From an optimization exercise on the open Yosys and OpenROAD flow, aimed at small area, a short achievable clock period and few clock cycles per item; shortcuts taken in it are not production practice. Where RTL was checked, it was by simulation tests only, not by an equivalence proof against the original. No activity file was given, so power comes from the tool's default toggle rates.

## oak
Design muxcodec_quant, start of the top module:
module muxcodec_quant (
    input  wire        clk,
    input  wire        rst,         
    input  wire        in_valid,
    output wire        in_ready,
    input  wire        in_op,       
    input  wire [2:0]  in_res,      
    input  wire [2:0]  in_qty,      
    input  wire [63:0] in_din,
    output reg         out_valid,
    output reg  [63:0] out_dout,
    output reg  [2:0]  out_err      
);
clock: 9.0 ns
lec_check: 0
cap_margin: 20
core_margin: 2
core_utilization: 40
setup_slack_margin: 4.6
slew_margin: 20
run.sh (not shown) runs the stock make flow with config.mk's settings and CLKGATE_MAP_FILE= SYNTH_SCRIPT=/design/flow/synth_recipe.tcl, a recipe that flattens the netlist after the stock synthesis.
The flow did not stop early for oak: all stages ran, and the layout cleared the timing, design-rule and antenna checks.
Testbench counts of oak, summed over its fixed seeds: cycles 71,988, items 12,000.
Here is what was changed in the inputs of pine compared with oak.
# oak
export LEC_CHECK = 0
export CAP_MARGIN = 20
export CORE_MARGIN = 2
export CORE_UTILIZATION = 40
export SETUP_SLACK_MARGIN = 4.6
export SLEW_MARGIN = 20
create_clock -name core_clock -period 9.0 [get_ports {clk}]
# pine
export LEC_CHECK = 0
export CAP_MARGIN = 20
export CORE_MARGIN = 2
export CORE_UTILIZATION = 40
export SETUP_SLACK_MARGIN = 4.7
export SLEW_MARGIN = 20
create_clock -name core_clock -period 9.0 [get_ports {clk}]
==> notes.md <==
The flow did not stop early for oak: all stages ran, and the layout cleared the timing, design-rule and antenna checks.
The layout from pine, despite a flow that completed every stage, fails the layout checks, with the failing checks listed as capacitance limit, slew limit.
In the flow results for pine and oak, the post-CTS setup-driven buffer insertion count is smaller on pine.
pine vs oak on power share of the clock group: pine is the lower one.
Final design utilization in pine is 1.5 points above oak.
pine has worst setup slack above what oak had.
Any difference in power consumed by the clock network between oak and pine is small enough to ignore.
There was hardly any difference in initial cell density of the core between oak and pine.
Compared with oak, pine shows a final clock period utilization by the worst path that is 2.0 points lower.
Re delay contributed by the slowest stage of the critical path: pine and oak aren't equal, and the lower value belongs to pine.
The inputs of birch differ from those of pine as listed below.
# pine
export LEC_CHECK = 0
export CAP_MARGIN = 20
export CORE_MARGIN = 2
export CORE_UTILIZATION = 40
export SETUP_SLACK_MARGIN = 4.7
export SLEW_MARGIN = 20
create_clock -name core_clock -period 9.0 [get_ports {clk}]
# birch
export LEC_CHECK = 0
export CAP_MARGIN = 20
export CORE_MARGIN = 2
export CORE_UTILIZATION = 40
export SETUP_SLACK_MARGIN = 4.5
export SLEW_MARGIN = 20
create_clock -name core_clock -period 9.0 [get_ports {clk}]
- birch: no failed stages, no open violations at the end
- Power: birch vs pine down 0.39 mW
- The run showing the greater worst hold slack is pine.
- | routed length per placed instance | lower: birch |
- birch gives less cell count than pine did.
- Compare birch and pine | multi-input gate share of the layout cell area higher: birch
- Comparing birch and pine, share of power burned in combinational logic is lower on birch.
- Across both runs, number of antenna violations at the first check in global routing was higher for birch than for pine.
The inputs of maple differ from those of birch as listed below.
# birch
export LEC_CHECK = 0
export CAP_MARGIN = 20
export CORE_MARGIN = 2
export CORE_UTILIZATION = 40
export SETUP_SLACK_MARGIN = 4.5
export SLEW_MARGIN = 20
create_clock -name core_clock -period 9.0 [get_ports {clk}]
# maple
export LEC_CHECK = 0
export CAP_MARGIN = 20
export CORE_MARGIN = 2
export CORE_UTILIZATION = 40
export SETUP_SLACK_MARGIN = 4.4
export SLEW_MARGIN = 20
create_clock -name core_clock -period 9.0 [get_ports {clk}]
No stage failed in maple, and the final checks on the layout all came back clean. Cmp birch and maple / slack of the critical path / lower: maple. Relative to birch, area overhead of the layout relative to synthesis increased by 0.56 points in maple. The final area of maple exceeds that of birch by 150 µm². maple — count of cells resized by post-cts repair 12 higher, birch as reference. Diff birch -> maple: average vias per placed instance decreased by 0.80% relative to the old numbers, number of non-clock buffers went up 21. Compared to birch, maple has clock-buffer cell count 8 lower. Of birch and maple, the run reporting the higher met1 routed wirelength after detailed routing was maple. There was hardly any difference in final clock skew between birch and maple. From birch to maple, overflow left after global routing did not move at all.
Relative to maple, the following input files were edited for cedar:
# maple
export LEC_CHECK = 0
export CAP_MARGIN = 20
export CORE_MARGIN = 2
export CORE_UTILIZATION = 40
export SETUP_SLACK_MARGIN = 4.4
export SLEW_MARGIN = 20
create_clock -name core_clock -period 9.0 [get_ports {clk}]
# cedar
export LEC_CHECK = 0
export CAP_MARGIN = 20
export CORE_MARGIN = 2
export CORE_UTILIZATION = 50
export SETUP_SLACK_MARGIN = 4.5
export SLEW_MARGIN = 20
create_clock -name core_clock -period 9.0 [get_ports {clk}]
--- outcome ---
- cedar: done, clean on timing, DRC and antenna
- As far as number of buffers and inverters on the critical path goes, maple and cedar are indistinguishable; the numbers are identical.
- On worst path setup slack after routing: between cedar and maple, it ends up lower for maple.
- Relative to maple, the via count measured on cedar has increased by a few percent.
- | total number of tap cells | lower: cedar |
- From maple to cedar the numbers moved as follows: all-layer global routing usage climbed 11 points; non-clock buffer count dropped about 0.34%; post-layout instance count excluding filler cells dropped 174.

## raven
muxcodec_quant, a different RTL version from the one above (not shown whole).
For scale: roughly 200 flip-flops, about 140 I/O pins, about 0.025 sq mm of cells after synthesis.
clock: 9.0 ns
lec_check: 0
cap_margin: 20
core_margin: 2
core_utilization: 40
setup_slack_margin: 4.5
slew_margin: 20
diff inputs: raven => yarrow
diff --git a/flow/config.mk b/flow/config.mk
--- a/flow/config.mk
+++ b/flow/config.mk
@@ -10,3 +10,3 @@
 export CORE_UTILIZATION = 40
-export SETUP_SLACK_MARGIN = 4.5
+export SETUP_SLACK_MARGIN = 5
 export SLEW_MARGIN = 20
- Number of buffers added for setup after CTS: yarrow vs raven down about 21%
- Between yarrow and raven, the number of nets in the layout figures differ only marginally.
- Compared yarrow against raven; cell area reported after detailed placement within noise.
- In the tables for yarrow and raven, minimum clock period reads higher with raven.
- Between yarrow and raven, clock power share is lower for raven, yarrow comes in above that.
No run of this note included a check of the RTL's function; only the layout flow was run.

Another version of the RTL of muxcodec_quant (not shown whole).
Size: about 3500 cells after synthesis, roughly 280 flip-flops, about 140 I/O pins.
==> flow/design.v (excerpt) <==
module muxcodec_quant (
    input  wire        clk,
    input  wire        rst,         
    input  wire        in_valid,
    output wire        in_ready,
    input  wire        in_op,       
    input  wire [2:0]  in_res,      
    input  wire [2:0]  in_qty,      
    input  wire [63:0] in_din,
    output reg         out_valid,
    output reg  [63:0] out_dout,
    output reg  [2:0]  out_err      
);
    localparam [1:0] K_DIV = 2'd0;    
    localparam [1:0] K_MUL = 2'd1;    
    localparam [1:0] K_F2F = 2'd2;    
    localparam [1:0] K_F2D = 2'd3;    
    localparam [1:0] C_NONE = 2'd0;
    localparam [1:0] C_ZERO = 2'd1;   
    localparam [1:0] C_INF  = 2'd2;   
    localparam [1:0] C_NAN  = 2'd3;   
    reg         busy;       
    reg         fin;        
    reg         first;      
    reg         fr;         
    reg  [1:0]  kind;
    reg  [2:0]  err;        
    reg  [1:0]  cst;        
    reg  [1:0]  res;
    reg  [2:0]  qty;
    reg         neg;
    reg         seen;       
    reg         h1, h0;     
    reg         g1, g0;     
    reg         stk;        
    reg         fst;        
    reg         up;         
    reg         sat;        
    reg  [54:0] A;          
    reg  [31:0] B;          
    reg  [10:0] X;          
    reg  [5:0]  T;          
    wire [53:0] inc_out;    
  ...
clock: 9.0 ns
lec_check: 0
cap_margin: 20
core_margin: 2
core_utilization: 40
setup_slack_margin: 5
slew_margin: 20
Rerun with:
SETUP_SLACK_MARGIN = 4   (was 5)
Critical path depth fell by 5.
Cell area fell by 13%.
Global-route usage fell by 2.4 points.
Worst setup slack is worse by 710 ps.
Rerun with:
ABC_AREA = 1   (was unset)
SETUP_SLACK_MARGIN = 4.5   (was 4)
Utilization fell by 0.63 points.
Total power came out higher slightly.
Flip-flop and latch count does not change.
Clock power barely changes.
Rerun with:
ABC_AREA = unset   (was 1)
Count of clock-buffer cells in the layout went up by 2.
Critical path depth rose by 8.
Routed wire length went down by 7.1%.
Die area shrinks by 8.0%.
Sequential share of layout area increases by 0.81 points.
Power rose by 3.0%.
Clock power hardly moves.
Sequential cell count does not change.
Worst hold slack got worse by 22 ps.
No functional check of the RTL was part of any run of this note.

muxcodec_quant, a different RTL version from the one above (not shown whole).
For scale: about 280 flip-flops, ~0.026 mm^2 of cells after synthesis.
## muxcodec_quant
module muxcodec_quant (
    input  wire        clk,
    input  wire        rst,         
    input  wire        in_valid,
    output wire        in_ready,
    input  wire        in_op,       
    input  wire [2:0]  in_res,      
    input  wire [2:0]  in_qty,      
    input  wire [63:0] in_din,
    output reg         out_valid,
    output reg  [63:0] out_dout,
    output reg  [2:0]  out_err      
);
clock: 9.0 ns
lec_check: 0
cap_margin: 20
core_margin: 2
core_utilization: 60
setup_slack_margin: 4.5
slew_margin: 20
Change:
--- a/flow/config.mk
+++ b/flow/config.mk
@@ -10 +10 @@
-export CORE_UTILIZATION = 60
+export CORE_UTILIZATION = 40
Result: The new run went through all stages and came out clean. Power barely changes. Hold slack is better by 5.9 ps. Area after synthesis does not change. Non-clock buffer count is higher by 45. Routed wire length grows by 3.9%. Worst setup slack is about the same. Synthesized cell count is unchanged. Die area rises by 49%. Utilization is lower by 23 points. Clock power came out lower by about 10%. Via count drops by 3.6%.
No run of this note included a check of the RTL's function; only the layout flow was run.

[re-timing with driven ports]
The results above use ideal ports. As a check the final layouts listed here were re-extracted and re-timed, cells and wires unchanged.
Step 1 sets driving cells, clkbuf_16 on the clock port and buf_2 on the other inputs (assumed; they add their load-dependent delay and slew).
Step 2 also shifts input and output timing later by t, the mid clock arrival at the registers, as if the neighbouring blocks saw the same clock.
Three values: no drivers, after step 1, after step 2; two values: the first two.
| run | shift t [ns] | setup WS [ns] | hold slack, ns | worst slew at a driven data input, ns |
|---|---|---|---|---|
| oak | 0.617 | 4.555 / 4.555 / 4.164 | 0.444 / 0.444 / 0.444 | 0.04 |
| pine | 0.681 | 4.732 / 4.732 / 4.131 | 0.401 / 0.401 / 0.401 | 0.06 |
| birch | 0.610 | 4.450 / 4.450 / 4.080 | 0.389 / 0.389 / 0.389 | 0.05 |
| maple | 0.611 | 4.360 / 4.360 / 4.056 | 0.398 / 0.398 / 0.398 | 0.05 |
| cedar | 0.638 | 4.459 / 4.459 / 3.936 | 0.437 / 0.437 / 0.437 | 0.07 |
| raven | 0.563 | 3.499 / 3.499 / 3.499 | 0.425 / 0.425 / 0.425 | 0.07 |
| yarrow | 0.569 | 3.604 / 3.604 / 3.604 | 0.435 / 0.435 / 0.435 | 0.06 |
| the first run of note 3 | 0.640 | 4.754 / 4.754 / 4.332 | 0.371 / 0.371 / 0.371 | 0.08 |
| the second run of note 3 | 0.630 | 4.040 / 4.040 / 3.783 | 0.362 / 0.362 / 0.362 | 0.07 |
| the third run of note 3 | 0.628 | 4.586 / 4.590 / 3.972 | 0.370 / 0.370 / 0.370 | 0.05 |
| the fourth run of note 3 | 0.633 | 4.491 / 4.491 / 4.033 | 0.348 / 0.348 / 0.348 | 0.09 |
| the first run of note 4 | 0.623 | 4.494 / 4.494 / 3.974 | 0.362 / 0.362 / 0.362 | 0.04 |
| the second run of note 4 | 0.683 | 4.496 / 4.496 / 4.039 | 0.368 / 0.368 / 0.368 | 0.05 |
The setup slack of the third run of note 3, which loses most, moves by +0.004 ns with the drivers and by -0.614 ns with both steps.
